What follows belongs to an exercise in optimizing a design on an open flow for small area; a production flow would make more cautious choices.
RTL that was checked went through simulation tests only; none was proved equivalent to the original.
No functional check of the RTL was part of run 1.
Power figures rest on the tool's default switching activity, not on a simulated workload.

<file path="design/flow/design.v">
module l2c_rx8 (
    input  wire       clk,
    input  wire       rst,
    input  wire       rx_valid,
    input  wire [2:0] rx_ch,
    input  wire       rx_level,
    output wire       rep_byte_valid,
    output wire [7:0] rep_byte,
    output wire       rep_end_valid,
    output wire       rep_end_ok,
    output wire [2:0] rep_ch
);
    localparam integer NCH = 8;
    reg  [NCH-1:0] q_sel;       
    reg            q_level;
    always @(posedge clk) begin
        if (rst)
            q_sel <= {NCH{1'b0}};
        else
            q_sel <= {{(NCH-1){1'b0}}, rx_valid} << rx_ch;
        q_level <= rx_level;
    end
    wire q_valid = |q_sel;
    reg        s_lvl  [0:NCH-1];
    reg [2:0]  s_ones [0:NCH-1];
    reg [7:0]  s_sh   [0:NCH-1];
    reg [10:0] s_bc   [0:NCH-1];
    reg [15:0] s_crc  [0:NCH-1];
    reg         r_lvl;
    reg  [2:0]  r_ones;
    reg  [7:0]  r_sh;
    reg  [10:0] r_bc;
    reg  [15:0] r_crc;
    reg  [2:0]  r_ch;
    integer k;
    always @(*) begin
        r_lvl  = 1'b0;
        r_ones = 3'd0;
        r_sh   = 8'h00;
        r_bc   = 11'd0;
        r_crc  = 16'h0000;
        r_ch   = 3'd0;
        for (k = 0; k < NCH; k = k + 1) begin
            r_lvl  = r_lvl  | (s_lvl[k]  & q_sel[k]);
            r_ones = r_ones | (s_ones[k] & {3{q_sel[k]}});
            r_sh   = r_sh   | (s_sh[k]   & {8{q_sel[k]}});
            r_bc   = r_bc   | (s_bc[k]   & {11{q_sel[k]}});
            r_crc  = r_crc  | (s_crc[k]  & {16{q_sel[k]}});
            r_ch   = r_ch   | (k[2:0]    & {3{q_sel[k]}});
        end
    end
    wire        d      = (q_level == r_lvl);            
    wire        in_a   = |r_sh;                         
    wire        in_b   = !in_a && |r_bc[6:0];           
    wire        sync   = in_a || |r_bc[6:0];
    wire        ones5  = (r_ones == 3'd5);
    wire        ones6  = (r_ones == 3'd6);
    wire        abort  = d && r_ones[2] && r_ones[1];   
    wire        flag   = !d && ones6;
    wire        app    = sync && !abort && !flag && !ones5;
    wire        bytec  = app && r_sh[0];                
    wire        have   = |r_bc;                         
    wire        enough = !in_a || |r_bc[10:2];
    wire        aligned = in_a ? (r_sh[1] && !r_sh[0]) : r_bc[6];
    wire        x6     = in_a ? r_sh[2] : r_bc[5];      
    wire        over   = app && !in_a && r_bc[6];       
    wire        last   = r_bc[10] && !(|r_bc[9:0]);    
    wire        fcs_ok = (r_crc == (x6 ? 16'hD92F : 16'h9F0B));
    wire [2:0]  n_ones = !d ? 3'd0 : (r_ones == 3'd7) ? 3'd7 : r_ones + 3'd1;
    wire [7:0]  n_sh   = (abort || over)     ? 8'h00 :
                         flag                ? 8'h80 :
                         bytec               ? (last ? 8'h00 : 8'h80) :
                         (app && in_a)       ? {d, r_sh[7:1]} : r_sh;
    wire        bc_wr  = bytec || (app && in_b);
    wire [10:0] n_bc   = (flag || abort || over) ? 11'd0 :
                         bc_wr ? {r_bc[9:0], bytec ? ((r_bc[10] ^ r_bc[8]) || !have) : d} :
                         r_bc;
    wire        crc_wr = flag || app;
    wire [15:0] n_crc  = flag ? 16'hFFFF :
                         ((r_crc >> 1) ^ ((r_crc[0] ^ d) ? 16'h8408 : 16'h0000));
    assign rep_byte       = {d, r_sh[7:1]};
    assign rep_byte_valid = q_valid && bytec;
    assign rep_end_valid  = q_valid && (((abort || flag) && sync && have) || over);
    assign rep_end_ok     = flag && aligned && enough && fcs_ok;
    assign rep_ch         = r_ch;
    wire        w_lvl  = rst ? 1'b0 : q_level;
    wire [2:0]  w_ones = rst ? 3'd0 : n_ones;
    wire [7:0]  w_sh   = rst ? 8'h00 : n_sh;
    wire [10:0] w_bc   = rst ? 11'd0 : n_bc;
    integer c;
    always @(posedge clk) begin
        for (c = 0; c < NCH; c = c + 1) begin
            if (rst || q_sel[c]) begin
                s_lvl[c]  <= w_lvl;
                s_ones[c] <= w_ones;
                s_sh[c]   <= w_sh;
                s_bc[c]   <= w_bc;
            end
            if (q_sel[c] && crc_wr)
                s_crc[c]  <= n_crc;
        end
    end
endmodule
</file>
<file path="design/flow/standard.sh">
#!/bin/bash
# synth_recipe.tcl (not shown) runs the flow's synth.tcl, then flattens the netlist and writes it again
# the make line also repeats each setting of config.mk as NAME=value (left out here)
make -C /OpenROAD-flow-scripts/flow DESIGN_CONFIG=/design/flow/config.mk WORK_HOME=/design/flow/orfs CLKGATE_MAP_FILE= SYNTH_SCRIPT=/design/flow/synth_recipe.tcl "${@:-finish}"
</file>
<file path="design/flow/flow/synth.tcl">
# synth_recipe.tcl with one change: ABC maps the logic with an area-oriented
# script (flow/abc_area.script) instead of ORFS's. Registers are mapped by
# the same steps as the standard synthesis, so they keep their names and cells.
proc synth {args} { yosys synth -nofsm -noshare {*}$args }
proc abc {args} {
  set i [lsearch $args -script]
  if {$i >= 0} { lset args [expr {$i + 1}] $::env(MY_ABC_SCRIPT) }
  yosys abc {*}$args
}
source $::env(SCRIPTS_DIR)/synth.tcl
# left out here: clear keep_hierarchy, flatten, clean up, hide names made inside functions, write 1_2_yosys.v
</file>
<file path="design/flow/config.mk">
export PLATFORM = sky130hd
export DESIGN_NAME = l2c_rx8
export DESIGN_NICKNAME = l2c_rx8
export VERILOG_FILES = /design/flow/design.v
export SDC_FILE = /design/flow/constraint.sdc
export NUM_CORES = 4
export LEC_CHECK = 0
export CAP_MARGIN = 0
export CORE_MARGIN = 2
export CORE_UTILIZATION = 40
export SLEW_MARGIN = 0
</file>
<file path="design/flow/flow/pre_gp.tcl">
# Size drivers up before buffering when their load is large.
set_opt_config -set_early_sizing_cap_ratio $::env(EARLY_SIZING_CAP_RATIO)
</file>
<file path="design/flow/flow/abc_area.script">
strash
dc2
dc2
dch -f
amap -A 8 -F 2
</file>
<file path="design/flow/constraint.sdc">
create_clock -name core_clock -period 6.0 [get_ports {clk}]
set_input_delay 1.2000 -clock core_clock [delete_from_list [all_inputs] [get_ports {clk}]]
set_output_delay 1.2000 -clock core_clock [all_outputs]
set_load 0.01 [all_outputs]
</file>
<file path="design/flow/flow/run.sh">
#!/bin/bash
# Layout flow: the standard flow (standard.sh) with these changes:
#  - synthesis maps the logic with ABC's area mapper (flow/synth.tcl,
#    flow/abc_area.script); registers are mapped exactly as in the standard
#    synthesis;
#  - port buffers use the smallest buffer cell;
#  - the resizer sizes heavily loaded drivers up before it buffers them;
#  - CTS uses clkbuf_4 cells in small clusters and adds no dummy loads.
# Each step's full output is in orfs/logs/; make's output is in flow.log.
set -euo pipefail
here=$(pwd)
export MY_ABC_SCRIPT=$here/flow/abc_area.script
export EARLY_SIZING_CAP_RATIO=6
export PRE_GLOBAL_PLACE_TCL=$here/flow/pre_gp.tcl
export BUFFER_PORTS_ARGS="-buffer_cell sky130_fd_sc_hd__buf_1"
export CTS_ARGS="-sink_clustering_enable -repair_clock_nets -dont_use_dummy_load -buf_list sky130_fd_sc_hd__clkbuf_4 -sink_clustering_size 10 -sink_clustering_max_diameter 40"
sed "s#SYNTH_SCRIPT=[^ ]*#SYNTH_SCRIPT=$here/flow/synth.tcl#" standard.sh > own_standard.sh
grep -q "SYNTH_SCRIPT=$here/flow/synth.tcl" own_standard.sh
bash own_standard.sh finish > flow.log 2>&1
</file>
==> results of run 1 <==
[final timing paths]
path | endpoint | depth (start not counted)
worst max-delay path | rep_end_valid | 15
worst min-delay path | q_level | 1
worst max register to register | s_bc[4][6] | 17
worst min register to register | s_lvl[4] | 2
[kinds of logic after synthesis]
| family | count (synthesis) | share of synthesized area [%] |
|---|---|---|
| AO/OA/AOI/OAI | 150 | 10.9 |
| adder cells (fa/ha/maj) | 3 | 0.319 |
| buffers and inverters | 31 | 1.02 |
| flip-flops | 321 | 81.1 |
| AND/OR/NAND/NOR | 163 | 6.68 |
[Yosys cell counts, types with 5 or more instances]
library cell,instances
edfxtp_1,312
a221oi_1,13
nor3_1,8
nand2_1,29
o22ai_1,12
nand4_1,12
a21oi_1,5
a222oi_1,65
and3_1,5
nand3_1,29
clkinv_1,30
dfxtp_1,9
a22oi_1,32
a22o_1,10
nor2_1,48
or2_0,18
[flip-flops by register name (all words and copies together) (netlist names)]
name	count
s_crc	128
q_sel	8
s_bc	88
q_level	1
s_sh	64
s_lvl	8
s_ones	24
[per-stage QoR]
step | util (%) | std cells
after CTS | 44.5 | 1139
after floorplan | - | 668
final | 44.5 | 1139
after global routing | 44.5 | 1139
after global placement | 43.4 | 1097
after detailed placement | 43.4 | 1097
[report_power, final]
part	internal [uW]	switching [uW]	leakage [uW]
Combinational	72.4	241	0.000869
Sequential	2690	53.5	0.00317
Clock	323	642	0.000193
Total	3080	937	0.00423
[routing by layer]
metal,vias to the layer above,share of wire (%),global-route usage (%)
li1,3026,-,-
met1,3476,40,24.6
met2,330,49,32.1
met3,59,7.8,3.27
met4,0,2.3,5.75
met5,-,0,0
[area by class of cell]
class / count / area share (%)
Clock buffer: 42 / 2.45
Inverter: 30 / 0.905
Multi-Input combinational cell: 316 / 16.4
Sequential cell: 321 / 74.4
Tap cell: 384 / 3.74
Timing Repair Buffer: 46 / 2.10
[critical path: stages, from the launching register on]
cell        delay [ns]
dfxtp_4           0.51
a222oi_1          0.37
clkinv_1          0.11
a221oi_1          0.29
a31oi_1           0.29
nand3_1           0.17
buf_4             0.21
clkinvlp_4        0.25
nor2_1            0.26
nand2_1           0.13
nor2_1            0.17
clkinv_1          0.12
nor3_1            0.26
clkinv_1          0.15
o31ai_1           0.15
buf_1             0.21
==> impl_metrics.csv, run 1 <==
group,metric,value,unit
run_status,status,"complete, no violations",
power_and_ir_drop,power_density,313,mW/mm^2
synth,ys_warn_count,6,
layout,final_cell_mix,"edfxtp_1 (312), a222oi_1 (65), nor2_1 (48), clkbuf_4 (42), a22oi_1 (32)",
grt,grt_pass1_wl,43200,um
layout,diodes,0,
worst_setup_path,crit_start,"q_sel[5]",
floorplanning,core,0.0289,mm^2
synth,synth-edff-count,312,
timing,layout_min_cycle_time,5.46,ns
floorplanning,initial_core_util,40.8,%
layout,fin_area,0.0129,mm^2
routing,drt-vias-per-instance,6.05,
run,maxCapViolCount,0,
synth,synth_nets,678,
floorplanning,ios,21,
grt,grt_use_total,18.8,%
power_and_ir_drop,vdd_drop_max,0.199,mV
hold_path,hold_start,"rx_level",
timing,final_hold_viol_count,0,
layout,final_common_cell,"edfxtp_1",
timing,setup_viol,0,
timing,maxSlewViolCount,0,
worst_setup_path,cp_data_arrival_time,4.26,ns
routing,wl,28800,um
timing,finClkSkew,0.0995,ns
worst_setup_path,critPathMaxFanout,31,
worst_setup_path,worstPathRequired,4.80,ns
layout,multiInputGateArea,0.00211,mm^2
synth,ys_seq_area_share,81.1,%
hold_path,min_path_type,"in2reg",
floorplanning,fp.dieH,176,um
clock_tree,cts.sinks,321,
grt,grt_start_max_net_pins,32,
worst_setup_path,regToRegStartpoint,"q_sel[5]",
synth,synthesis.instances,668,
grt,overflow,0,
timing,fmax,0.183,GHz
clock_tree,clk_latency,0.67,ns
clock_tree,hold_buffers,0,
placed_design,dpl_cell_area,0.0125,mm^2
clock_tree,numCtsBuffers,42,
worst_setup_path,startpoint_type,"flop",
synth,synth_area_leader_cell,"edfxtp_1",
placed_design,dp_hpwl,16400,um
clock_tree,cts_resized,0,
synth,ys_types,31,
timing,relSlewSlack,30.7,%
power_and_ir_drop,total_power,4020,uW
routing,antenna_left,0,
timing,max_slew.worst_pin.slew,1.04,ns
timing,whs,0.646,ns
layout,drive_gt1_share,10.2,%
layout,fill_cells,2533,
floorplanning,num_rows,62,
power_and_ir_drop,p_leak,0.00423,uW
layout,final_nets,767,
grt,antenna_found_initial,0,
clock_tree,h-tree-depth,2,
timing,setup_ws,0.539,ns
timing,rsz0062_at_grt,"no",
timing,tns,0,ns
placed_design,gp_congestion,0.905,
clock_tree,ctsLongestPathBuffers,3,
routing,drtPass1Iterations,5,
synth,synth_top_area_share,79.6,%
synth,postSynth.asyncResetShare,0,%
routing,detail_route.iter0.violations,896,
worst_setup_path,r2r_slack,0.80,ns
grt,grt_pass1_vias,7181,
routing,avgRoutedWirePerCell,25.3,um
floorplanning,die_x,176,um
floorplanning,design.die.area,0.0308,mm^2
routing,drc,0,
layout,area_growth,9.13,%
routing,vias,6891,
clock_tree,clockRootBuffer,"clkbuf_4",
worst_setup_path,worstSetupPathType,"reg2out",
synth,synth_ff_type,"edfxtp_1",
synth,synthesis.area,0.0118,mm^2
placed_design,numPortBuffers,20,
layout,seq_area,0.00956,mm^2
worst_setup_path,endpoint_kind,"output pin",
placed_design,dp_slack,0.815,ns
clock_tree,tritoncts,"built",
synth,yosys-top-cells-area,"edfxtp_1 (80%), a222oi_1 (5.5%), a22oi_1 (2.0%)",
synth,synth_seq_cells,321,
clock_tree,clkTransAtPathRegs,0.10,ns
clock_tree,cts_setup_buffers,0,
timing,finalCritPeriodShare,91.0,%
synth,avgSynthCellArea,17.6,um^2
==> inputs of run 2 (changes only) <==
--- a/design/flow/design.v
+++ b/design/flow/design.v
@@ -71,10 +71,9 @@
                          flag                ? 8'h80 :
                          bytec               ? (last ? 8'h00 : 8'h80) :
                          (app && in_a)       ? {d, r_sh[7:1]} : r_sh;
-    wire        bc_wr  = bytec || (app && in_b);
+    wire        bc_wr  = flag || abort || over || bytec || (app && in_b);
     wire [10:0] n_bc   = (flag || abort || over) ? 11'd0 :
-                         bc_wr ? {r_bc[9:0], bytec ? ((r_bc[10] ^ r_bc[8]) || !have) : d} :
-                         r_bc;
+                         {r_bc[9:0], bytec ? ((r_bc[10] ^ r_bc[8]) || !have) : d};
     wire        crc_wr = flag || app;
     wire [15:0] n_crc  = flag ? 16'hFFFF :
                          ((r_crc >> 1) ^ ((r_crc[0] ^ d) ? 16'h8408 : 16'h0000));
@@ -94,8 +93,9 @@
                 s_lvl[c]  <= w_lvl;
                 s_ones[c] <= w_ones;
                 s_sh[c]   <= w_sh;
+            end
+            if (rst || (q_sel[c] && bc_wr))
                 s_bc[c]   <= w_bc;
-            end
             if (q_sel[c] && crc_wr)
                 s_crc[c]  <= n_crc;
         end
--- a/design/flow/flow/run.sh
+++ b/design/flow/flow/run.sh
@@ -4,13 +4,13 @@
 #    flow/abc_area.script); registers are mapped exactly as in the standard
 #    synthesis;
 #  - port buffers use the smallest buffer cell;
-#  - the resizer sizes heavily loaded drivers up before it buffers them;
+#  - drivers of large loads get drive strength 2 before placement
+#    (flow/pre_gp.tcl);
 #  - CTS uses clkbuf_4 cells in small clusters and adds no dummy loads.
 # Each step's full output is in orfs/logs/; make's output is in flow.log.
 set -euo pipefail
 here=$(pwd)
 export MY_ABC_SCRIPT=$here/flow/abc_area.script
-export EARLY_SIZING_CAP_RATIO=6
 export PRE_GLOBAL_PLACE_TCL=$here/flow/pre_gp.tcl
 export BUFFER_PORTS_ARGS="-buffer_cell sky130_fd_sc_hd__buf_1"
 export CTS_ARGS="-sink_clustering_enable -repair_clock_nets -dont_use_dummy_load -buf_list sky130_fd_sc_hd__clkbuf_4 -sink_clustering_size 10 -sink_clustering_max_diameter 40"
==> design/flow/flow/pre_gp.tcl (replaced) <==
# Before global placement: give each driver of a large load (12 or more
# input pins) the _2 drive strength of its cell, so that timing-driven
# placement does not add a buffer after it.
set upsized 0
foreach inst [get_cells *] {
  set cell [get_property $inst ref_name]
  if {![regexp {^(sky130_fd_sc_hd__[a-z0-9]+)_([0-9]+)$} $cell -> base drive]} { continue }
  if {$drive >= 2} { continue }
  if {[string match *buf* $base] || [string match *inv* $base]} { continue }
  set big 0
  foreach opin [get_pins -of_objects $inst -filter "direction==output"] {
    set net [get_nets -of_objects $opin]
    if {$net eq ""} { continue }
    set n [llength [get_pins -of_objects $net -filter "direction==input"]]
    if {$n >= 12} { set big 1 }
  }
  if {!$big} { continue }
  set lc [get_lib_cells -quiet ${base}_2]
  if {$lc eq ""} { puts "pre_gp: no ${base}_2 for [get_full_name $inst]"; continue }
  puts "pre_gp: [get_full_name $inst] $cell -> ${base}_2"
  replace_cell $inst $lc
  incr upsized
}
puts "pre_gp: upsized $upsized drivers"
==> run 2 against run 1 <==
Clock power grew 2%. Critical path type unchanged. Non-clock buffer count shrank 7. Fmax shrank 2.3%. Total power grew 0.33%. Largest cell class unchanged. Final area shrank 0.32%. Critical path depth shrank 4. Worst hold slack gained 0.0081 ns. Register-to-register slack lost 0.02 ns. Wire length shrank 1.5%. First-iteration DRC count grew 8.7%. Via count shrank 1.2%. Setup slack lost 0.13 ns.
==> impl_metrics.csv, run 2 <==
group,metric,value,unit
layout,final_cell_mix,"edfxtp_1 (312), a222oi_1 (64), clkbuf_4 (43), nor2_1 (33), nand2_1 (32)",
routing,drc,0,
grt,grt_use_total,18.6,%
synth,postSynth.asyncResetShare,0,%
timing,rsz0062_at_grt,"no",
synth,synthMuxAreaShare,0,%
worst_setup_path,critPathMaxFanout,17,
floorplanning,core,0.0289,mm^2
floorplanning,die_x,176,um
synth,synth-edff-count,312,
run_status,status,"complete, no violations",
layout,final_common_cell,"edfxtp_1",
layout,area_growth,8.88,%
layout,drive_gt1_share,11.7,%
routing,wl,28300,um
power_and_ir_drop,p_leak,0.00415,uW
clock_tree,h-tree-depth,2,
power_and_ir_drop,power_density,315,mW/mm^2
floorplanning,fp.dieH,176,um
hold_path,min_path_type,"in2reg",
floorplanning,num_rows,62,
worst_setup_path,worstPathRequired,4.80,ns
synth,yosys-top-cells-area,"edfxtp_1 (80%), a222oi_1 (5.4%), dfxtp_1 (1.5%)",
layout,largest_register,"s_crc",
synth,synthesis.instances,663,
floorplanning,design.die.area,0.0308,mm^2
grt,antenna_found_initial,0,
routing,detail_route.iter0.violations,974,
placed_design,dp_hpwl,16800,um
clock_tree,numCtsBuffers,43,
timing,final_hold_viol_count,0,
routing,drt-vias-per-instance,6.03,
clock_tree,cts_resized,0,
layout,largest_reg_flops,128,
synth,synth_ff_type,"edfxtp_1",
routing,antenna_left,0,
worst_setup_path,endpoint_kind,"output pin",
synth,ys_types,34,
layout,diodes,0,
timing,setup_viol,0,
clock_tree,hold_buffers,0,
synth,avgSynthCellArea,17.7,um^2
timing,relSlewSlack,22.8,%
worst_setup_path,path_cells,"buf_4, a222oi_1, clkinv_1, a2111oi_0, and4_1, nand4_1, nor4_1, clkinv_1, o21ai_0, o21ai_0, buf_1",
clock_tree,ctsLongestPathBuffers,3,
timing,finClkSkew,0.102,ns
floorplanning,ios,21,
timing,max_slew.worst_pin.slew,1.16,ns
clock_tree,cts_setup_buffers,0,
layout,reg_top3,"s_crc: 128 flops, s_bc: 88 flops, s_sh: 64 flops",
placed_design,dpl_cell_area,0.0125,mm^2
timing,finalCritPeriodShare,93.1,%
synth,ys_warn_count,6,
routing,avgRoutedWirePerCell,25.1,um
worst_setup_path,startpoint_type,"flop",
timing,tns,0,ns
synth,synth.most_common_cell,"edfxtp_1",
synth,synth_seq_cells,321,
synth,synth_area_leader_cell,"edfxtp_1",
placed_design,gp_congestion,0.816,
placed_design,numPortBuffers,20,
synth,ys_seq_area_share,81.2,%
routing,vias,6806,
clock_tree,cts.sinks,321,
floorplanning,initial_core_util,40.8,%
clock_tree,clk_latency,0.68,ns
synth,synth_top_area_share,79.6,%
synth,synthesis.area,0.0118,mm^2
power_and_ir_drop,vdd_drop_max,0.178,mV
layout,final_nets,756,
timing,maxSlewViolCount,0,
synth,ys_top_cells_by_count,"edfxtp_1 (312), a222oi_1 (64), nor2_1 (40)",
grt,overflow,0,
clock_tree,tritoncts,"built",
run,maxCapViolCount,0,
worst_setup_path,cpPeakStageDelay,0.90,ns
grt,grt_pass1_vias,6969,
timing,layout_min_cycle_time,5.59,ns
synth,synth_top_family_by_area,"compound AO/OA/AOI/OAI gates",
synth,synthAdderAreaFrac,0.319,%
grt,grt_pass1_wl,42800,um
worst_setup_path,crit_path_top_delay_cell,"a2111oi_0",
timing,fmax,0.179,GHz
layout,fin_area,0.0128,mm^2
synth,synth-compound-area-share,10.7,%
worst_setup_path,worstSetupPathType,"reg2out",
clock_tree,clockRootBuffer,"clkbuf_4",
worst_setup_path,cp_data_arrival_time,4.39,ns
clock_tree,clkTransAtPathRegs,0.10,ns
routing,drtPass1Iterations,7,
synth,synthSimpleGateAreaFrac,6.80,%
synth,synth-xor-area-share,0,%
grt,grt_start_max_net_pins,24,
synth,synth_nets,673,
## run 2: cell type report
class | count | area [um^2]
sequential | 321 | 9560
timing repair buffer | 39 | 218
tap | 384 | 480
fill | 2520 | 16000
inverter | 30 | 113
multi-input combinational | 311 | 2120
clock buffer | 43 | 323
## run 2: report_power, final
group          leakage [uW]  switching (uW)  internal (uW)
registers           0.00311            52.2           2690
logic              0.000839             248           63.3
clock network      0.000198             651            330
## run 2: cell families after synthesis
logic type	Yosys count
DFF	321
and+or+nand+nor	161
AOI/OAI and AO/OA	147
buffers and inverters	31
adders and majority gates	3
## run 2: stage by stage
| stage | hold slack [ns] | util (%) | power, uW | setup WS [ns] | cells |
|---|---|---|---|---|---|
| 6_report | 0.654 | 44.4 | 4030 | 0.413 | 1128 |
| 3_3_place_gp | 0.726 | 43.3 | 3080 | 1.06 | 1085 |
| 5_1_grt | 0.606 | 44.4 | 4190 | 0.0496 | 1128 |
| 2_1_floorplan | 0.644 | - | 2950 | 1.56 | 663 |
| 3_5_place_dp | 0.738 | 43.3 | 3100 | 0.915 | 1085 |
| 4_1_cts | 0.592 | 44.4 | 4060 | 0.409 | 1128 |
## run 2: final timing paths
path / startpoint / endpoint / slack (ns) / cells past startpoint
setup / recovery: q_sel[5] / rep_end_valid / 0.41 / 11
hold / removal: rx_level / q_level / 0.65 / 1
setup reg to reg: q_sel[6] / s_bc[1][2] / 0.78 / 17
hold reg to reg: q_level / s_lvl[3] / 0.74 / 1
## run 2: critical path: cells and delay by family, from the launching register on
kind	cells	cell delay, ns
simple gates	3	1.05
flops	1	0.42
buf+inv	4	0.66
compound gates	4	1.60
## run 2: per-layer routing
layer / up-vias / GRT usage, % / wire length, um
met5: - / 0 / 0
met3: 49 / 3.94 / 2530
met2: 358 / 29.6 / 13500
met1: 3431 / 25.9 / 11800
met4: 0 / 5.54 / 497
li1: 2968 / - / -
==> inputs of run 3 (changes only) <==
--- a/design/flow/flow/run.sh
+++ b/design/flow/flow/run.sh
@@ -4,7 +4,7 @@
 #    flow/abc_area.script); registers are mapped exactly as in the standard
 #    synthesis;
 #  - port buffers use the smallest buffer cell;
-#  - drivers of large loads get drive strength 2 before placement
+#  - drivers of large loads get drive strength 4 before placement
 #    (flow/pre_gp.tcl);
 #  - CTS uses clkbuf_4 cells in small clusters and adds no dummy loads.
 # Each step's full output is in orfs/logs/; make's output is in flow.log.
==> design/flow/flow/pre_gp.tcl (replaced) <==
# Before global placement: give each driver of a large load (12 or more
# input pins) the _4 drive strength of its cell, so that timing-driven
# placement does not add a buffer after it.
set upsized 0
foreach inst [get_cells *] {
  set cell [get_property $inst ref_name]
  if {![regexp {^(sky130_fd_sc_hd__[a-z0-9]+)_([0-9]+)$} $cell -> base drive]} { continue }
  if {$drive >= 4} { continue }
  if {[string match *buf* $base] || [string match *inv* $base]} { continue }
  set big 0
  foreach opin [get_pins -of_objects $inst -filter "direction==output"] {
    set net [get_nets -of_objects $opin]
    if {$net eq ""} { continue }
    set n [llength [get_pins -of_objects $net -filter "direction==input"]]
    if {$n >= 12} { set big 1 }
  }
  if {!$big} { continue }
  set lc [get_lib_cells -quiet ${base}_4]
  if {$lc eq ""} { puts "pre_gp: no ${base}_4 for [get_full_name $inst]"; continue }
  puts "pre_gp: [get_full_name $inst] $cell -> ${base}_4"
  replace_cell $inst $lc
  incr upsized
}
puts "pre_gp: upsized $upsized drivers"
--- a/design/flow/config.mk
+++ b/design/flow/config.mk
@@ -7,5 +7,6 @@
 export LEC_CHECK = 0
 export CAP_MARGIN = 0
 export CORE_MARGIN = 2
-export CORE_UTILIZATION = 40
+export CORE_UTILIZATION = 60
+export PLACE_DENSITY = 0.75
 export SLEW_MARGIN = 0
==> run 3 against run 2 <==
Still clean on timing, DRC and antenna. Worst hold slack lost 0.026 ns. Final cell count decreased by 12%. Utilization rose by 21 points. Critical endpoint is now rep_byte_valid. Highest routed layer unchanged.
==> impl_metrics.csv, run 3 <==
group,metric,value,unit
grt,grt_start_max_net_pins,42,
layout,largest_reg_flops,128,
clock_tree,ctsLongestPathBuffers,3,
timing,fmax,0.180,GHz
timing,setup_viol,0,
worst_setup_path,worstSetupPathType,"reg2out",
worst_setup_path,crit_path_top_delay_cell,"dfxtp_4",
timing,setup_ws,0.449,ns
synth,synth_nets,673,
layout,reg_top3,"s_crc: 128 flops, s_bc: 88 flops, s_sh: 64 flops",
synth,ys_top_cells_by_count,"edfxtp_1 (312), a222oi_1 (64), nor2_1 (40)",
clock_tree,numCtsBuffers,40,
floorplanning,ios,21,
synth,ys_seq_area_share,81.2,%
timing,layout_min_cycle_time,5.55,ns
layout,largest_register,"s_crc",
layout,final_nets,737,
routing,avgRoutedWirePerCell,27.6,um
grt,grt_pass1_wl,40700,um
floorplanning,fp.dieH,144,um
routing,drtPass1Iterations,8,
grt,antenna_found_initial,1,
worst_setup_path,crit_buf_inv,4,
power_and_ir_drop,power_density,317,mW/mm^2
power_and_ir_drop,vdd_drop_max,0.256,mV
synth,synth-edff-count,312,
routing,drc,0,
routing,wl,27400,um
clock_tree,tritoncts,"built",
layout,fill_cells,1330,
timing,relSlewSlack,30.2,%
synth,synthesis.area,0.0118,mm^2
timing,finClkSkew,0.0727,ns
grt,grt_pass1_vias,6659,
placed_design,gp_congestion,1.07,
timing,rsz0062_at_grt,"no",
routing,vias,6864,
power_and_ir_drop,p_leak,0.00405,uW
clock_tree,clkTransAtPathRegs,0.10,ns
floorplanning,core,0.0193,mm^2
layout,final_common_cell,"edfxtp_1",
worst_setup_path,path_cells,"a22o_1, a221oi_1, nand3_1, o21ai_0, clkinv_1, nand3_2, clkinvlp_4, or2_0, a21o_1, nor2_1, clkinv_1, nor2_1, buf_1",
grt,grt_use_total,27.1,%
clock_tree,clockRootBuffer,"clkbuf_4",
floorplanning,die_x,144,um
layout,drive_gt1_share,9.66,%
worst_setup_path,startpoint_type,"flop",
clock_tree,cts.sinks,321,
placed_design,numPortBuffers,20,
worst_setup_path,cp_data_arrival_time,4.35,ns
hold_path,min_path_type,"in2reg",
synth,synth_area_leader_cell,"edfxtp_1",
worst_setup_path,crit_family,"simple AND/OR/NAND/NOR gates",
routing,drt-vias-per-instance,6.93,
placed_design,dp_hpwl,16000,um
synth,synth_ff_type,"edfxtp_1",
run,maxCapViolCount,0,
timing,tns,0,ns
synth,ys_types,34,
worst_setup_path,critPathMaxFanout,41,
layout,final_cell_mix,"edfxtp_1 (312), a222oi_1 (64), clkbuf_4 (40), nor2_1 (33), nand2_1 (32)",
timing,maxSlewViolCount,0,
timing,final_hold_viol_count,0,
synth,synthesis.instances,663,
worst_setup_path,cpPeakStageDelay,0.53,ns
synth,avgSynthCellArea,17.7,um^2
synth,synth_top_area_share,79.6,%
layout,area_growth,7.21,%
synth,synth_seq_cells,321,
clock_tree,h-tree-depth,2,
clock_tree,clk_latency,0.66,ns
timing,finalCritPeriodShare,92.5,%
floorplanning,initial_core_util,60.8,%
routing,antenna_left,0,
placed_design,dp_slack,0.973,ns
floorplanning,num_rows,51,
worst_setup_path,endpoint_kind,"output pin",
synth,synth.most_common_cell,"edfxtp_1",
grt,overflow,0,
floorplanning,design.die.area,0.0207,mm^2
synth,ys_warn_count,6,
synth,postSynth.asyncResetShare,0,%
timing,max_slew.worst_pin.slew,1.02,ns
routing,detail_route.iter0.violations,1430,
run_status,status,"complete, no violations",
worst_setup_path,worstPathRequired,4.80,ns
synth,yosys-top-cells-area,"edfxtp_1 (80%), a222oi_1 (5.4%), dfxtp_1 (1.5%)",
run 3: cell type report:
cell class                 count  area, um^2  share of cell area, %
timing repair buffer          23        97.6                  0.774
sequential                   321        9580                   75.9
tap                          265         332                   2.63
inverter                      30         116                  0.923
multi-input combinational    311        2190                   17.3
antenna                        1        2.50                 0.0198
clock buffer                  40         300                   2.38
run 3: path summary, 6_finish.rpt:
path | slack, ns | cells past startpoint | end | startpoint
min reg2reg | 0.73 | 1 | s_lvl[2] | q_level
min | 0.63 | 1 | q_level | rx_level
max | 0.45 | 13 | rep_byte_valid | q_sel[6]
max reg2reg | 1.04 | 12 | s_sh[5][1] | q_sel[6]
run 3: logic make-up (layout without fill, tap and decap cells):
family / after synthesis / after routing / share of synthesized area, %
AND/OR/NAND/NOR: 161 / 161 / 6.80
adder cells (fa/ha/maj): 3 / 3 / 0.319
AO/OA/AOI/OAI: 147 / 147 / 10.7
flip-flops: 321 / 321 / 81.2
other: 0 / 1 / 0
buffers and inverters: 31 / 93 / 1.02
run 3: metal layers:
layer  wire (um)  track usage, %
met3        2920            5.66
met2       13200            43.9
met5           0               0
met4         714            8.05
met1       10500            38.1
run 3: repair_timing:
item	CTS	global route
hold buffers	0	0
setup buffers	0	0
setup endpoints to repair	0	2
resized for setup	0	2
run 3: report_power, final:
part,internal [uW],total [uW],switching [uW]
clock,308,942,634
sequential,2690,2760,75.8
combinational,65.8,296,230
run 3: stage by stage:
| stage | instances | power [uW] | utilization (%) | instance area (um^2) | hold slack (ns) |
|---|---|---|---|---|---|
| final | 991 | 4000 | 65.2 | 12600 | 0.628 |
| after CTS | 990 | 4010 | 65.2 | 12600 | 0.595 |
| after global routing | 991 | 4140 | 65.2 | 12600 | 0.593 |
| after floorplan | 663 | 2950 | - | 11800 | 0.644 |
| after global placement | 950 | 3080 | 63.6 | 12300 | 0.697 |
| after detailed placement | 950 | 3100 | 63.6 | 12300 | 0.718 |
==> inputs of run 4 (changes only) <==
--- a/design/flow/config.mk
+++ b/design/flow/config.mk
@@ -7,6 +7,5 @@
 export LEC_CHECK = 0
 export CAP_MARGIN = 0
 export CORE_MARGIN = 2
-export CORE_UTILIZATION = 60
-export PLACE_DENSITY = 0.75
+export CORE_UTILIZATION = 40
 export SLEW_MARGIN = 0
==> run 4 against run 3 <==
Still clean on timing, DRC and antenna. Die area is 48% higher. Sequential share of layout area is 1.2 points lower. Register-to-register slack worse by 0.05 ns. Non-clock buffer count is 6 higher. Synthesized area stayed put. Global-route usage is 8.2 points lower. Sequential power hardly changed. Wire length is 6.6% higher.
==> impl_metrics.csv, run 4 <==
group,metric,value,unit
timing,finalCritPeriodShare,93.7,%
synth,synthesis.area,0.0118,mm^2
worst_setup_path,worstPathRequired,4.80,ns
layout,largest_register,"s_crc",
timing,relSlewSlack,31.5,%
clock_tree,numCtsBuffers,41,
floorplanning,fp.dieH,176,um
synth,avgSynthCellArea,17.7,um^2
synth,ys_types,34,
clock_tree,clkTransAtPathRegs,0.09,ns
grt,grt_start_max_net_pins,42,
worst_setup_path,cpPeakStageDelay,0.44,ns
layout,reg_top3,"s_crc: 128 flops, s_bc: 88 flops, s_sh: 64 flops",
worst_setup_path,startpoint_type,"flop",
synth,ys_warn_count,6,
routing,drt-vias-per-instance,6.19,
routing,vias,6912,
power_and_ir_drop,p_leak,0.00409,uW
synth,synth_area_leader_cell,"edfxtp_1",
grt,overflow,0,
synth,yosys-top-cells-area,"edfxtp_1 (80%), a222oi_1 (5.4%), dfxtp_1 (1.5%)",
worst_setup_path,crit_path_top_delay_cell,"dfxtp_4",
grt,grt_pass1_vias,6903,
timing,rsz0062_at_grt,"no",
placed_design,gp_congestion,0.934,
timing,fmax,0.178,GHz
timing,tns,0,ns
layout,drive_gt1_share,10.4,%
clock_tree,h-tree-depth,2,
timing,layout_min_cycle_time,5.62,ns
clock_tree,hold_buffers,0,
synth,synth.most_common_cell,"edfxtp_1",
grt,grt_use_total,18.9,%
clock_tree,cts.sinks,321,
floorplanning,num_rows,62,
power_and_ir_drop,vdd_drop_max,0.186,mV
timing,final_hold_viol_count,0,
synth,synth-edff-count,312,
power_and_ir_drop,power_density,314,mW/mm^2
layout,final_common_cell,"edfxtp_1",
timing,setup_viol,0,
worst_setup_path,endpoint_kind,"output pin",
clock_tree,clockRootBuffer,"clkbuf_4",
worst_setup_path,path_cells,"a22o_1, a221oi_1, nand3_1, o21ai_0, clkinv_1, nand3_1, clkinvlp_4, or2_0, a21o_1, nor2_1, clkinv_1, nor2_1, buf_1",
floorplanning,die_x,176,um
hold_path,min_path_type,"in2reg",
layout,final_nets,744,
floorplanning,design.die.area,0.0308,mm^2
routing,antenna_left,0,
layout,largest_reg_flops,128,
synth,synth_top_area_share,79.6,%
floorplanning,ios,21,
worst_setup_path,critPathMaxFanout,18,
synth,synth_seq_cells,321,
timing,finClkSkew,0.105,ns
synth,postSynth.asyncResetShare,0,%
synth,ys_top_cells_by_count,"edfxtp_1 (312), a222oi_1 (64), nor2_1 (40)",
worst_setup_path,worstSetupPathType,"reg2out",
floorplanning,core,0.0289,mm^2
worst_setup_path,cp_data_arrival_time,4.42,ns
placed_design,dp_hpwl,17100,um
grt,antenna_found_initial,1,
grt,grt_pass1_wl,43200,um
timing,setup_ws,0.378,ns
synth,synthesis.instances,663,
placed_design,dp_slack,1.08,ns
timing,max_slew.worst_pin.slew,1.00,ns
clock_tree,clk_latency,0.70,ns
layout,diodes,0,
run_status,status,"complete, no violations",
synth,synth_nets,673,
layout,final_cell_mix,"edfxtp_1 (312), a222oi_1 (64), clkbuf_4 (41), nor2_1 (33), nand2_1 (32)",
clock_tree,ctsLongestPathBuffers,3,
routing,wl,29200,um
power_and_ir_drop,total_power,4020,uW
synth,ys_seq_area_share,81.2,%
routing,avgRoutedWirePerCell,26.1,um
clock_tree,cts_setup_buffers,0,
placed_design,numPortBuffers,20,
floorplanning,initial_core_util,40.8,%
routing,drc,0,
routing,detail_route.iter0.violations,1059,
clock_tree,tritoncts,"built",
run,maxCapViolCount,0,
synth,synth_ff_type,"edfxtp_1",
clock_tree,cts_resized,0,
routing,drtPass1Iterations,12,
timing,maxSlewViolCount,0,
layout,area_growth,8.86,%
## run 4: cell counts after synthesis
No cell type changed its count.
## run 4: area by class of cell
| cell class | count | area, um^2 |
|---|---|---|
| Clock buffer | 41 | 308 |
| Fill cell | 2511 | 16100 |
| Inverter | 30 | 116 |
| Multi-Input combinational cell | 311 | 2180 |
| Sequential cell | 321 | 9580 |
| Tap cell | 384 | 480 |
| Timing Repair Buffer | 29 | 143 |
## run 4: cell families (layout without fill, tap and decap cells)
group	count (synthesis)	count (layout)	share of synthesized area [%]
flops	321	321	81.2
simple gates	161	161	6.80
buf+inv	31	100	1.02
fa+ha+maj	3	3	0.319
compound gates	147	147	10.7
## run 4: critical path, delay by kind of cell (launching register included)
| family | cells | cell delay [ns] |
|---|---|---|
| AOI/OAI and AO/OA | 4 | 0.98 |
| buffers and inverters | 4 | 1.00 |
| DFF | 1 | 0.44 |
| and+or+nand+nor | 5 | 1.32 |
## run 4: routing by layer
metal  routed length [um]  vias up  track usage [%]  part of all wire, %
met5                   12        -                0                0.041
met4                  876        2             6.82                  3.0
met3                 2760       80             4.59                  9.5
met2                14100      383             30.9                   48
met1                11400     3496             24.9                   39
li1                     -     2951                -                    -
## run 4: power breakdown
| part | internal [uW] | total (uW) | switching (uW) | leakage (uW) |
|---|---|---|---|---|
| Clock | 315 | 955 | 640 | 0.000189 |
| Sequential | 2690 | 2760 | 70.6 | 0.00311 |
| Combinational | 69.6 | 310 | 241 | 0.000789 |
| Total | 3070 | 4020 | 951 | 0.00409 |
## run 4: path summary, 6_finish.rpt
check                               from              to  slack (ns)  cells past startpoint
worst max-delay path            q_sel[6]  rep_byte_valid        0.38                     13
worst min-delay path            rx_level         q_level        0.60                      1
worst max register to register  q_sel[6]      s_bc[3][4]        0.99                     17
worst min register to register   q_level        s_lvl[2]        0.75                      1
## run 4: stage by stage
stage / util, % / instance area, um^2 / hold WS, ns / std cells
after floorplan: - / 11800 / 0.644 / 663
after global placement: 43.3 / 12500 / 0.714 / 1075
after detailed placement: 43.3 / 12500 / 0.733 / 1075
after CTS: 44.4 / 12800 / 0.566 / 1116
after global routing: 44.4 / 12800 / 0.586 / 1116
final: 44.4 / 12800 / 0.595 / 1116
==> inputs of run 5 (changes only) <==
--- a/design/flow/config.mk
+++ b/design/flow/config.mk
@@ -7,5 +7,6 @@
 export LEC_CHECK = 0
 export CAP_MARGIN = 0
 export CORE_MARGIN = 2
-export CORE_UTILIZATION = 40
+export CORE_UTILIZATION = 50
+export PLACE_DENSITY = 0.7
 export SLEW_MARGIN = 0
==> run 5 against run 4 <==
Clock skew shrank 0.039 ns. Critical path type unchanged. Setup slack gained 0.10 ns. Global-route usage grew 3.8 points. Sequential power is essentially flat. Synthesized area is the same. Die area shrank 20%. Worst hold slack gained 0.024 ns. Final cell count shrank 6.4%. Combinational power shrank 5%. Clock power is essentially flat. Critical endpoint unchanged. Critical path depth is the same. Utilization grew 10 points.
==> impl_metrics.csv, run 5 <==
group,metric,value,unit
layout,multiInputGateArea,0.00218,mm^2
routing,avgRoutedWirePerCell,26.6,um
synth,synth-edff-count,312,
worst_setup_path,startpoint_type,"flop",
timing,rsz0062_at_grt,"no",
synth,ys_top_cells_by_count,"edfxtp_1 (312), a222oi_1 (64), nor2_1 (40)",
grt,grt_pass1_vias,6792,
synth,synth_area_leader_cell,"edfxtp_1",
floorplanning,initial_core_util,50.6,%
worst_setup_path,cpPeakStageDelay,0.54,ns
timing,final_hold_viol_count,0,
synth,synth_nets,673,
clock_tree,clk_latency,0.68,ns
synth,synthesis.area,0.0118,mm^2
grt,grt_pass1_wl,40900,um
layout,drive_gt1_share,9.38,%
clock_tree,cts_resized,0,
layout,fill_cells,1844,
floorplanning,design.die.area,0.0248,mm^2
layout,fin_area,0.0127,mm^2
routing,antenna_left,0,
routing,vias,6892,
routing,drtPass1Iterations,9,
timing,finalCritPeriodShare,92.0,%
synth,synth_top_area_share,79.6,%
power_and_ir_drop,total_power,4000,uW
placed_design,gp_congestion,0.912,
synth,ys_seq_area_share,81.2,%
grt,grt_use_total,22.8,%
timing,max_slew.worst_pin.slew,1.15,ns
synth,ys_warn_count,6,
clock_tree,numCtsBuffers,40,
clock_tree,cts_setup_buffers,0,
layout,final_common_cell,"edfxtp_1",
worst_setup_path,critPathMaxFanout,41,
worst_setup_path,crit_path_top_delay_cell,"dfxtp_4",
synth,yosys-top-cells-area,"edfxtp_1 (80%), a222oi_1 (5.4%), dfxtp_1 (1.5%)",
timing,setup_viol,0,
grt,grt_start_max_net_pins,42,
worst_setup_path,path_common_cell,"clkinv_1",
placed_design,numPortBuffers,20,
hold_path,min_path_type,"in2reg",
floorplanning,ios,21,
worst_setup_path,worstSetupPathType,"reg2out",
clock_tree,ctsLongestPathBuffers,3,
run_status,status,"complete, no violations",
grt,overflow,0,
clock_tree,h-tree-depth,2,
floorplanning,fp.dieH,157,um
timing,layout_min_cycle_time,5.52,ns
floorplanning,die_x,157,um
placed_design,dpl_cell_area,0.0124,mm^2
clock_tree,cts.sinks,321,
worst_setup_path,path_cells,"a22o_1, a221oi_1, nand3_1, o21ai_0, clkinv_1, nand3_1, clkinv_1, or2_0, a21o_1, nor2_1, clkinv_1, nor2_1, buf_1",
timing,finClkSkew,0.0662,ns
synth,synth.most_common_cell,"edfxtp_1",
routing,detail_route.iter0.violations,1121,
power_and_ir_drop,p_leak,0.00406,uW
clock_tree,clockRootBuffer,"clkbuf_4",
power_and_ir_drop,vdd_drop_max,0.187,mV
routing,drt-vias-per-instance,6.60,
grt,antenna_found_initial,1,
synth,synth_ff_type,"edfxtp_1",
placed_design,dp_hpwl,15600,um
run,maxCapViolCount,0,
worst_setup_path,cp_data_arrival_time,4.32,ns
synth,ys_types,34,
synth,synthesis.instances,663,
floorplanning,num_rows,56,
clock_tree,hold_buffers,0,
clock_tree,tritoncts,"built",
routing,wl,27800,um
power_and_ir_drop,power_density,316,mW/mm^2
layout,reg_top3,"s_crc: 128 flops, s_bc: 88 flops, s_sh: 64 flops",
clock_tree,clkTransAtPathRegs,0.10,ns
layout,final_nets,737,
layout,largest_register,"s_crc",
timing,fmax,0.181,GHz
synth,synth_seq_cells,321,
synth,avgSynthCellArea,17.7,um^2
layout,seq_area,0.00958,mm^2
timing,relSlewSlack,21.6,%
worst_setup_path,worstPathRequired,4.80,ns
worst_setup_path,endpoint_kind,"output pin",
hold_path,hold-path-cell-count,1,
synth,postSynth.asyncResetShare,0,%
floorplanning,core,0.0233,mm^2
layout,area_growth,7.71,%
layout,final_cell_mix,"edfxtp_1 (312), a222oi_1 (64), clkbuf_4 (40), nor2_1 (33), nand2_1 (32)",
timing,tns,0,ns
worst_setup_path,rr_worst_depth,17,
timing,maxSlewViolCount,0,
layout,largest_reg_flops,128,
routing,drc,0,
[run 5: cell counts after synthesis]
Identical to the previous run, type by type.
[run 5: metrics by stage]
stage               utilization [%]  std cells  worst slack (ns)  hold slack, ns
global route                   54.5       1045            0.0974           0.620
detailed placement             53.2       1004              1.22           0.693
finish                         54.5       1045             0.479           0.620
global placement               53.2       1004              1.48           0.683
floorplan                         -        663              1.56           0.644
CTS                            54.5       1044             0.526           0.588
[run 5: cells by family after synthesis]
kind of cell,synth area share [%]
DFF,81.2
buffers and inverters,1.02
adders and majority gates,0.319
and+or+nand+nor,6.80
AOI/OAI and AO/OA,10.7
[run 5: routing by layer]
| layer | track usage, % | vias up | wire (um) |
|---|---|---|---|
| li1 | - | 2931 | - |
| met1 | 30.5 | 3434 | 10400 |
| met2 | 36.7 | 449 | 13700 |
| met3 | 4.41 | 78 | 2720 |
| met4 | 10.0 | 0 | 1010 |
| met5 | 0 | - | 0 |
[run 5: path summary, 6_finish.rpt]
kind / start / endpoint / slack, ns
worst max-delay path: q_sel[6] / rep_byte_valid / 0.48
worst min-delay path: rx_level / q_level / 0.62
worst max register to register: q_sel[6] / s_bc[6][3] / 1.06
worst min register to register: q_level / s_lvl[0] / 0.71
[run 5: final cells by class]
type                            count  area share (%)
Inverter                           30           0.889
Multi-Input combinational cell    311            17.2
Timing Repair Buffer               23           0.770
Clock buffer                       40            2.37
Antenna cell                        1          0.0197
Tap cell                          319            3.15
Sequential cell                   321            75.6
[run 5: power by group]
group / total (uW) / internal [uW] / switching, uW
Sequential: 2760 / 2690 / 72.7
Combinational: 295 / 65.5 / 229
Clock: 952 / 308 / 644
Total: 4000 / 3060 / 946
[run 5: critical path, delay by kind of cell, from the launching register on]
kind                   cells  cell delay (ns)
AND/OR/NAND/NOR            5             1.23
AO/OA/AOI/OAI              4             1.07
buffers and inverters      4             0.78
flip-flops                 1             0.54
==> inputs of run 6 (changes only) <==
--- a/design/flow/flow/run.sh
+++ b/design/flow/flow/run.sh
@@ -13,7 +13,7 @@
 export MY_ABC_SCRIPT=$here/flow/abc_area.script
 export PRE_GLOBAL_PLACE_TCL=$here/flow/pre_gp.tcl
 export BUFFER_PORTS_ARGS="-buffer_cell sky130_fd_sc_hd__buf_1"
-export CTS_ARGS="-sink_clustering_enable -repair_clock_nets -dont_use_dummy_load -buf_list sky130_fd_sc_hd__clkbuf_4 -sink_clustering_size 10 -sink_clustering_max_diameter 40"
+export CTS_ARGS="-sink_clustering_enable -repair_clock_nets -dont_use_dummy_load -buf_list sky130_fd_sc_hd__clkbuf_4 -sink_clustering_size 10 -sink_clustering_max_diameter 55"
 sed "s#SYNTH_SCRIPT=[^ ]*#SYNTH_SCRIPT=$here/flow/synth.tcl#" standard.sh > own_standard.sh
 grep -q "SYNTH_SCRIPT=$here/flow/synth.tcl" own_standard.sh
 bash own_standard.sh finish > flow.log 2>&1
==> run 6 against run 5 <==
Still clean on timing, DRC and antenna. Final area fell by 0.12%. Fmax up 0.95%. Register-to-register slack improved by 0.04 ns. Utilization decreased by 0.065 points. Largest cell class unchanged.
==> impl_metrics.csv, run 6 <==
group,metric,value,unit
run_status,status,"complete, no violations",
worst_setup_path,rr_worst_depth,17,
power_and_ir_drop,power_density,315,mW/mm^2
worst_setup_path,startpoint_type,"flop",
timing,whs,0.629,ns
synth,synth_ff_type,"edfxtp_1",
synth,avgSynthCellArea,17.7,um^2
routing,vias,6844,
grt,grt_pass1_vias,6777,
timing,rsz0062_at_grt,"no",
synth,synth.most_common_cell,"edfxtp_1",
layout,final_common_cell,"edfxtp_1",
synth,synth_top_area_share,79.6,%
layout,largest_reg_flops,128,
timing,maxSlewViolCount,0,
routing,wl,27700,um
clock_tree,h-tree-depth,2,
grt,grt_start_max_net_pins,42,
floorplanning,initial_core_util,50.6,%
layout,utilization,54.4,%
clock_tree,tritoncts,"built",
floorplanning,core,0.0233,mm^2
timing,relSlewSlack,23.6,%
placed_design,numPortBuffers,20,
synth,synth_area_leader_cell,"edfxtp_1",
timing,finalCritPeriodShare,91.2,%
timing,finClkSkew,0.0662,ns
layout,final_nets,735,
floorplanning,design.die.area,0.0248,mm^2
synth,ys_types,34,
worst_setup_path,crit_start,"q_sel[6]",
worst_setup_path,r2r_slack,1.10,ns
placed_design,dpl_cell_area,0.0124,mm^2
clock_tree,clockRootBuffer,"clkbuf_4",
synth,ys_top_cells_by_count,"edfxtp_1 (312), a222oi_1 (64), nor2_1 (40)",
timing,setup_viol,0,
synth,synth-edff-count,312,
clock_tree,ctsLongestPathBuffers,3,
grt,grt_use_total,22.9,%
synth,synthesis.area,0.0118,mm^2
timing,layout_min_cycle_time,5.47,ns
placed_design,dp_hpwl,15600,um
grt,grt_pass1_wl,41000,um
timing,fmax,0.183,GHz
worst_setup_path,cpPeakStageDelay,0.54,ns
timing,final_hold_viol_count,0,
clock_tree,clkTransAtPathRegs,0.09,ns
layout,reg_top3,"s_crc: 128 flops, s_bc: 88 flops, s_sh: 64 flops",
worst_setup_path,worstSetupPathType,"reg2out",
floorplanning,ios,21,
layout,fin_area,0.0127,mm^2
worst_setup_path,endpoint_kind,"output pin",
worst_setup_path,path_cells,"a22o_1, a221oi_1, nand3_1, o21ai_0, clkinv_1, nand3_1, clkinv_1, or2_0, a21o_1, nor2_1, clkinv_1, nor2_1, buf_1",
worst_setup_path,path_common_cell,"clkinv_1",
routing,drc,0,
routing,drt-vias-per-instance,6.56,
hold_path,min_to,"q_level",
layout,area_growth,7.58,%
layout,final_cell_mix,"edfxtp_1 (312), a222oi_1 (64), clkbuf_4 (38), nor2_1 (33), nand2_1 (32)",
worst_setup_path,crit_buf_inv,4,
routing,drtPass1Iterations,10,
power_and_ir_drop,vdd_drop_max,0.204,mV
synth,postSynth.asyncResetShare,0,%
synth,ys_seq_area_share,81.2,%
worst_setup_path,critPathMaxFanout,41,
worst_setup_path,cp_data_arrival_time,4.27,ns
hold_path,min_path_type,"in2reg",
floorplanning,num_rows,56,
routing,avgRoutedWirePerCell,26.6,um
synth,synth_nets,673,
worst_setup_path,worstPathRequired,4.80,ns
clock_tree,cts_setup_buffers,0,
timing,max_slew.worst_pin.slew,1.12,ns
worst_setup_path,crit_family,"simple AND/OR/NAND/NOR gates",
floorplanning,fp.dieH,157,um
power_and_ir_drop,p_leak,0.00405,uW
synth,yosys-top-cells-area,"edfxtp_1 (80%), a222oi_1 (5.4%), dfxtp_1 (1.5%)",
timing,tns,0,ns
hold_path,hold-path-cell-count,1,
synth,ys_warn_count,6,
clock_tree,clk_latency,0.67,ns
synth,synthesis.instances,663,
clock_tree,hold_buffers,0,
layout,fin_cells,1043,
placed_design,dp.cells,1004,
grt,overflow,0,
layout,largest_register,"s_crc",
run,maxCapViolCount,0,
routing,detail_route.iter0.violations,930,
worst_setup_path,crit_path_top_delay_cell,"dfxtp_4",
routing,antenna_left,0,
grt,antenna_found_initial,1,
worst_setup_path,rr_endpoint,"s_bc[6][3]",
layout,drive_gt1_share,9.13,%
synth,synth_seq_cells,321,
clock_tree,numCtsBuffers,38,
floorplanning,die_x,157,um
worst_setup_path,regToRegStartpoint,"q_sel[6]",
clock_tree,cts.sinks,321,
hold_path,hold_start,"rx_level",
placed_design,gp_congestion,0.912,
clock_tree,cts_resized,0,
==> run 6: cell counts after synthesis <==
No cell type changed its count.
==> run 6: layout make-up <==
class                      instances  area (um^2)
fill                            1851        10600
inverter                          30          113
timing repair buffer              23         97.6
sequential                       321         9580
tap                              319          399
clock buffer                      38          285
multi-input combinational        311         2180
antenna                            1         2.50
==> run 6: worst max-delay path by stage <==
stage / cells after the start / slack (ns) / to
after floorplan: 17 / 1.56 / s_bc[0][0]
after global placement: 13 / 1.48 / rep_byte_valid
after detailed placement: 17 / 1.22 / s_bc[6][3]
after CTS: 13 / 0.54 / rep_byte_valid
after global routing: 13 / 0.07 / rep_byte_valid
final: 13 / 0.53 / rep_byte_valid
==> run 6: report_power, final <==
part	internal, uW	total (uW)	switching (uW)
sequential	2690	2760	72.8
combinational	65.5	295	229
clock	293	930	637
==> run 6: metal layers <==
metal | share of wire [%] | GRT usage (%) | up-vias
li1 | - | - | 2925
met1 | 37 | 30.6 | 3383
met2 | 48 | 37.3 | 454
met3 | 11 | 4.35 | 82
met4 | 3.6 | 9.09 | 0
met5 | 0 | 0 | -
==> run 6: cell families (layout without fill, tap and decap cells) <==
kind of cell / Yosys count / in the layout / share of synthesized area, %
simple gates: 161 / 161 / 6.80
fa+ha+maj: 3 / 3 / 0.319
buf+inv: 31 / 91 / 1.02
flops: 321 / 321 / 81.2
other cells: 0 / 1 / 0
compound gates: 147 / 147 / 10.7
==> run 6: metrics by stage <==
step,total power (uW),setup WS (ns)
after global routing,4130,0.0734
after floorplan,2950,1.56
after CTS,3990,0.541
final,3980,0.531
after detailed placement,3100,1.22
after global placement,3080,1.48
==> inputs of run 7 (changes only) <==
--- a/design/flow/config.mk
+++ b/design/flow/config.mk
@@ -7,6 +7,5 @@
 export LEC_CHECK = 0
 export CAP_MARGIN = 0
 export CORE_MARGIN = 2
-export CORE_UTILIZATION = 50
-export PLACE_DENSITY = 0.7
+export CORE_UTILIZATION = 40
 export SLEW_MARGIN = 0
==> run 7 against run 6 <==
Synthesized cell count is the same. Synthesized area did not move. Count of clock-buffer cells in the layout grew 1. Sequential power about the same. Clock power rose by 2%. Non-clock buffer count rose by 6. Largest power group unchanged. Die area rose by 24%. Combinational power is 6% higher. Sequential cell count unchanged. Register-to-register slack got worse by 0.14 ns. Critical endpoint unchanged.
==> impl_metrics.csv, run 7 <==
group,metric,value,unit
timing,relSlewSlack,25.8,%
timing,fmax,0.176,GHz
grt,grt_pass1_vias,6863,
layout,diodes,0,
layout,utilization,44.3,%
worst_setup_path,worstSetupPathType,"reg2out",
layout,final_common_cell,"edfxtp_1",
grt,grt_use_total,19.0,%
worst_setup_path,rr_endpoint,"s_bc[3][4]",
grt,grt_start_max_net_pins,42,
clock_tree,h-tree-depth,2,
placed_design,dp_hpwl,17100,um
routing,drc,0,
synth,synth_ff_type,"edfxtp_1",
hold_path,min_path_type,"in2reg",
worst_setup_path,cp_data_arrival_time,4.47,ns
synth,synthesis.area,0.0118,mm^2
clock_tree,cts_setup_buffers,0,
routing,avgRoutedWirePerCell,26.3,um
routing,antenna_left,0,
synth,synth_nets,673,
synth,synth-edff-count,312,
worst_setup_path,path_common_cell,"clkinv_1",
timing,setup_viol,0,
synth,ys_types,34,
worst_setup_path,startpoint_type,"flop",
routing,drtPass1Iterations,9,
synth,synthMuxAreaShare,0,%
timing,layout_min_cycle_time,5.67,ns
power_and_ir_drop,total_power,4010,uW
run,maxCapViolCount,0,
routing,vias,6927,
layout,drive_gt1_share,10.0,%
worst_setup_path,path_cells,"a22o_1, a221oi_1, nand3_1, o21ai_0, clkinv_1, nand3_1, clkinv_1, or2_0, a21o_1, nor2_1, clkinv_1, nor2_1, buf_1",
routing,wl,29300,um
synth,ys_top_cells_by_count,"edfxtp_1 (312), a222oi_1 (64), nor2_1 (40)",
floorplanning,core,0.0289,mm^2
timing,finClkSkew,0.0922,ns
hold_path,hold-path-cell-count,1,
floorplanning,fp.dieH,176,um
layout,area_growth,8.70,%
clock_tree,clkTransAtPathRegs,0.10,ns
clock_tree,tritoncts,"built",
layout,final_cell_mix,"edfxtp_1 (312), a222oi_1 (64), clkbuf_4 (39), nor2_1 (33), nand2_1 (32)",
clock_tree,hold_buffers,0,
floorplanning,ios,21,
synth,synthSimpleGateAreaFrac,6.80,%
grt,grt_pass1_wl,43400,um
run_status,status,"complete, no violations",
synth,ys_warn_count,6,
timing,tns,0,ns
floorplanning,initial_core_util,40.8,%
synth,avgSynthCellArea,17.7,um^2
clock_tree,ctsLongestPathBuffers,3,
clock_tree,clk_latency,0.67,ns
clock_tree,numCtsBuffers,39,
worst_setup_path,r2r_slack,0.96,ns
timing,final_hold_viol_count,0,
placed_design,numPortBuffers,20,
clock_tree,clockRootBuffer,"clkbuf_4",
hold_path,min_to,"q_level",
clock_tree,cts_resized,0,
synth,synth_top_area_share,79.6,%
synth,synthesis.instances,663,
synth,synth-compound-area-share,10.7,%
worst_setup_path,crit_path_top_delay_cell,"dfxtp_4",
timing,max_slew.worst_pin.slew,1.08,ns
synth,synth_seq_cells,321,
grt,antenna_found_initial,1,
layout,largest_reg_flops,128,
grt,overflow,0,
synth,synth.most_common_cell,"edfxtp_1",
power_and_ir_drop,p_leak,0.00408,uW
floorplanning,num_rows,62,
layout,final_nets,742,
placed_design,gp_congestion,0.934,
worst_setup_path,worstPathRequired,4.80,ns
routing,drt-vias-per-instance,6.22,
synth,yosys-top-cells-area,"edfxtp_1 (80%), a222oi_1 (5.4%), dfxtp_1 (1.5%)",
timing,finalCritPeriodShare,94.6,%
worst_setup_path,regToRegStartpoint,"q_sel[6]",
synth,synth_area_leader_cell,"edfxtp_1",
synth,ys_seq_area_share,81.2,%
synth,synth_top_family_by_area,"compound AO/OA/AOI/OAI gates",
clock_tree,cts.sinks,321,
power_and_ir_drop,power_density,314,mW/mm^2
hold_path,hold_start,"rx_level",
worst_setup_path,critPathMaxFanout,18,
power_and_ir_drop,vdd_drop_max,0.186,mV
synth,synth-xor-area-share,0,%
timing,maxSlewViolCount,0,
synth,postSynth.asyncResetShare,0,%
worst_setup_path,cpPeakStageDelay,0.44,ns
floorplanning,die_x,176,um
synth,synthAdderAreaFrac,0.319,%
worst_setup_path,endpoint_kind,"output pin",
timing,rsz0062_at_grt,"no",
floorplanning,design.die.area,0.0308,mm^2
layout,largest_register,"s_crc",
layout,reg_top3,"s_crc: 128 flops, s_bc: 88 flops, s_sh: 64 flops",
routing,detail_route.iter0.violations,1046,
worst_setup_path,rr_worst_depth,17,
## run 7: routing by layer
| metal | GRT usage (%) | wire [um] | up-vias |
|---|---|---|---|
| met4 | 6.13 | 793 | 0 |
| met1 | 25.4 | 11300 | 3476 |
| met3 | 4.74 | 3170 | 75 |
| li1 | - | - | 2938 |
| met2 | 30.7 | 14000 | 438 |
| met5 | 0 | 0 | - |
## run 7: final cells by class
cell class / instances / area (um^2)
clock buffer: 39 / 293
inverter: 30 / 113
sequential: 321 / 9580
tap: 384 / 480
multi-input combinational: 311 / 2180
timing repair buffer: 29 / 143
fill: 2524 / 16100
## run 7: report_power, final
| group | total, uW | switching, uW | internal, uW |
|---|---|---|---|
| registers | 2760 | 70.5 | 2690 |
| logic | 312 | 242 | 69.6 |
| clock network | 944 | 643 | 301 |
## run 7: cell families after synthesis
kind of cell / count (synthesis)
flip-flops: 321
AND/OR/NAND/NOR: 161
AO/OA/AOI/OAI: 147
buffers and inverters: 31
adder cells (fa/ha/maj): 3
## run 7: worst max-delay path by stage
stage                         from  depth (start not counted)  slack [ns]             end
after floorplan           q_sel[6]                         17        1.56      s_bc[0][0]
after global placement    q_sel[6]                         13        1.33  rep_byte_valid
after detailed placement  q_sel[6]                         17        1.08      s_bc[5][5]
after CTS                 q_sel[6]                         13        0.39  rep_byte_valid
after global routing      q_sel[6]                         13        0.01  rep_byte_valid
final                     q_sel[6]                         13        0.33  rep_byte_valid
## run 7: per-stage QoR
step / instance area [um^2] / std cells / hold slack (ns) / setup slack (ns)
after floorplan: 11800 / 663 / 0.644 / 1.56
after detailed placement: 12500 / 1075 / 0.733 / 1.08
after global placement: 12500 / 1075 / 0.714 / 1.33
after CTS: 12800 / 1114 / 0.598 / 0.391
final: 12800 / 1114 / 0.630 / 0.327
after global routing: 12800 / 1114 / 0.614 / 0.0140
## run 7: critical path, delay by kind of cell (launching register included)
kind | cells | cell delay [ns]
simple gates | 5 | 1.33
compound gates | 4 | 0.96
buf+inv | 4 | 1.07
flops | 1 | 0.44
==> inputs of run 8 (changes only) <==
--- a/design/flow/config.mk
+++ b/design/flow/config.mk
@@ -8,4 +8,5 @@
 export CAP_MARGIN = 0
 export CORE_MARGIN = 2
 export CORE_UTILIZATION = 40
+export PLACE_DENSITY = 0.75
 export SLEW_MARGIN = 0
==> run 8 against run 7 <==
Via count decreased by 2.8%. Clock power decreased by 2.9%. Synthesized cell count unchanged. Sequential share of layout area up 0.13 points. Critical endpoint unchanged. Largest cell class unchanged. Highest routed layer unchanged.
==> impl_metrics.csv, run 8 <==
group,metric,value,unit
run_status,status,"complete, no violations",
worst_setup_path,r2r_slack,1.01,ns
placed_design,numPortBuffers,20,
worst_setup_path,crit_start,"q_sel[6]",
grt,grt_use_total,16.9,%
timing,rsz0062_at_grt,"no",
synth,synth-edff-count,312,
timing,finalCritPeriodShare,89.7,%
power_and_ir_drop,p_leak,0.00407,uW
hold_path,hold_start,"rx_level",
synth,ys_types,34,
power_and_ir_drop,vdd_drop_max,0.196,mV
worst_setup_path,startpoint_type,"flop",
placed_design,dpl_cell_area,0.0125,mm^2
worst_setup_path,crit_family,"simple AND/OR/NAND/NOR gates",
layout,area_growth,8.51,%
worst_setup_path,rr_worst_depth,16,
worst_setup_path,cpPeakStageDelay,0.48,ns
timing,setup_viol,0,
timing,max_slew.worst_pin.slew,1.06,ns
timing,tns,0,ns
clock_tree,ctsLongestPathBuffers,3,
worst_setup_path,path_depth,13,
layout,drive_gt1_share,9.63,%
synth,avgSynthCellArea,17.7,um^2
placed_design,dp_slack,1.13,ns
floorplanning,ios,21,
clock_tree,clkTransAtPathRegs,0.10,ns
worst_setup_path,regToRegStartpoint,"q_sel[6]",
synth,ys_seq_area_share,81.2,%
grt,grt_pass1_wl,39500,um
worst_setup_path,worstPathRequired,4.80,ns
worst_setup_path,path_common_cell,"clkinv_1",
timing,maxSlewViolCount,0,
routing,vias,6732,
grt,grt_start_max_net_pins,42,
synth,synth-compound-area-share,10.7,%
timing,setup_ws,0.619,ns
synth,synthesis.instances,663,
run,maxCapViolCount,0,
clock_tree,hold_buffers,0,
worst_setup_path,path_cells,"a22o_1, a221oi_1, nand3_1, o21ai_0, clkinv_1, nand3_1, clkinv_1, or2_0, a21o_1, nor2_1, clkinv_1, nor2_1, buf_1",
routing,drc,0,
grt,antenna_found_initial,0,
floorplanning,num_rows,62,
routing,drt-vias-per-instance,6.06,
clock_tree,h-tree-depth,2,
synth,synth_seq_cells,321,
layout,final_common_cell,"edfxtp_1",
worst_setup_path,worstSetupPathType,"reg2out",
worst_setup_path,crit_path_top_delay_cell,"dfxtp_4",
routing,drtPass1Iterations,6,
placed_design,dp_hpwl,14600,um
timing,final_hold_viol_count,0,
synth,yosys-top-cells-area,"edfxtp_1 (80%), a222oi_1 (5.4%), dfxtp_1 (1.5%)",
clock_tree,cts_setup_buffers,0,
synth,synthMuxAreaShare,0,%
layout,utilization,44.2,%
synth,synth_ff_type,"edfxtp_1",
synth,synth-xor-area-share,0,%
worst_setup_path,critPathMaxFanout,24,
synth,synth_area_leader_cell,"edfxtp_1",
timing,fmax,0.186,GHz
layout,final_nets,739,
hold_path,hold-path-cell-count,1,
timing,finClkSkew,0.0583,ns
layout,diodes,0,
layout,largest_reg_flops,128,
clock_tree,numCtsBuffers,38,
floorplanning,core,0.0289,mm^2
grt,overflow,0,
floorplanning,die_x,176,um
hold_path,min_path_type,"in2reg",
power_and_ir_drop,power_density,311,mW/mm^2
clock_tree,cts.sinks,321,
synth,synth_nets,673,
routing,wl,25900,um
synth,postSynth.asyncResetShare,0,%
synth,synthSimpleGateAreaFrac,6.80,%
worst_setup_path,endpoint_kind,"output pin",
floorplanning,initial_core_util,40.8,%
synth,synth_top_area_share,79.6,%
grt,grt_pass1_vias,6779,
timing,layout_min_cycle_time,5.38,ns
hold_path,min_to,"q_level",
layout,fin_area,0.0128,mm^2
worst_setup_path,crit_buf_inv,4,
routing,avgRoutedWirePerCell,23.3,um
placed_design,gp_congestion,0.798,
synth,synth.most_common_cell,"edfxtp_1",
worst_setup_path,cp_data_arrival_time,4.18,ns
layout,final_cell_mix,"edfxtp_1 (312), a222oi_1 (64), clkbuf_4 (38), nor2_1 (33), nand2_1 (32)",
synth,ys_warn_count,6,
power_and_ir_drop,total_power,3960,uW
worst_setup_path,rr_endpoint,"s_bc[1][9]",
timing,relSlewSlack,27.5,%
floorplanning,fp.dieH,176,um
clock_tree,clk_latency,0.63,ns
floorplanning,design.die.area,0.0308,mm^2
layout,largest_register,"s_crc",
clock_tree,clockRootBuffer,"clkbuf_4",
clock_tree,cts_resized,0,
routing,detail_route.iter0.violations,952,
synth,ys_top_cells_by_count,"edfxtp_1 (312), a222oi_1 (64), nor2_1 (40)",
clock_tree,tritoncts,"built",
routing,antenna_left,0,
synth,synthAdderAreaFrac,0.319,%
synth,synth_top_family_by_area,"compound AO/OA/AOI/OAI gates",
layout,reg_top3,"s_crc: 128 flops, s_bc: 88 flops, s_sh: 64 flops",
synth,synthesis.area,0.0118,mm^2
## run 8: cell counts after synthesis
Identical to the previous run, type by type.
## run 8: layout make-up
| class | count | area, um^2 |
|---|---|---|
| well taps | 384 | 480 |
| clock buffers | 38 | 285 |
| fillers | 2497 | 16100 |
| multi-input cells | 311 | 2180 |
| repair buffers | 27 | 128 |
| flip-flops and latches | 321 | 9580 |
| inverters | 30 | 113 |
## run 8: cells by family after synthesis
family / count (synthesis)
AO/OA/AOI/OAI: 147
adder cells (fa/ha/maj): 3
buffers and inverters: 31
flip-flops: 321
AND/OR/NAND/NOR: 161
## run 8: worst register-to-register path: stages, from the launching register on
cell      delay, ns
dfxtp_4        0.48
a22o_1         0.26
a221oi_1       0.21
nand3_1        0.12
o21ai_0        0.39
clkinv_1       0.28
nand3_1        0.40
clkinv_1       0.15
or2_0          0.26
a21o_1         0.18
nor2_1         0.21
nand3_1        0.13
nand2b_1       0.11
or3_4          0.21
nor2_1         0.09
o21ai_0        0.25
and2_0         0.83
## run 8: layer usage
layer  vias up  wire length (um)  GRT usage, %
met5         -                 0             0
met4         0               525          5.51
met3        49              2720          3.48
met2       380             12500          28.1
met1      3370             10100          22.4
li1       2933                 -             -
## run 8: stage by stage
| stage | std cells | hold slack (ns) |
|---|---|---|
| CTS | 1111 | 0.600 |
| finish | 1111 | 0.658 |
| detailed placement | 1073 | 0.723 |
| floorplan | 663 | 0.644 |
| global placement | 1073 | 0.711 |
| global route | 1111 | 0.614 |
## run 8: how the worst max path moves through the flow
stage and endpoint:
2_1_floorplan s_bc[0][0], 3_3_place_gp s_bc[7][2], 3_5_place_dp s_bc[6][3], 4_1_cts rep_byte_valid
5_1_grt rep_byte_valid, 6_report rep_byte_valid
## run 8: where the power goes
group          internal, uW  switching, uW  total, uW  leakage [uW]
combinational          64.6            240        304      0.000782
sequential             2680           59.1       2740       0.00311
clock                   294            623        917      0.000175
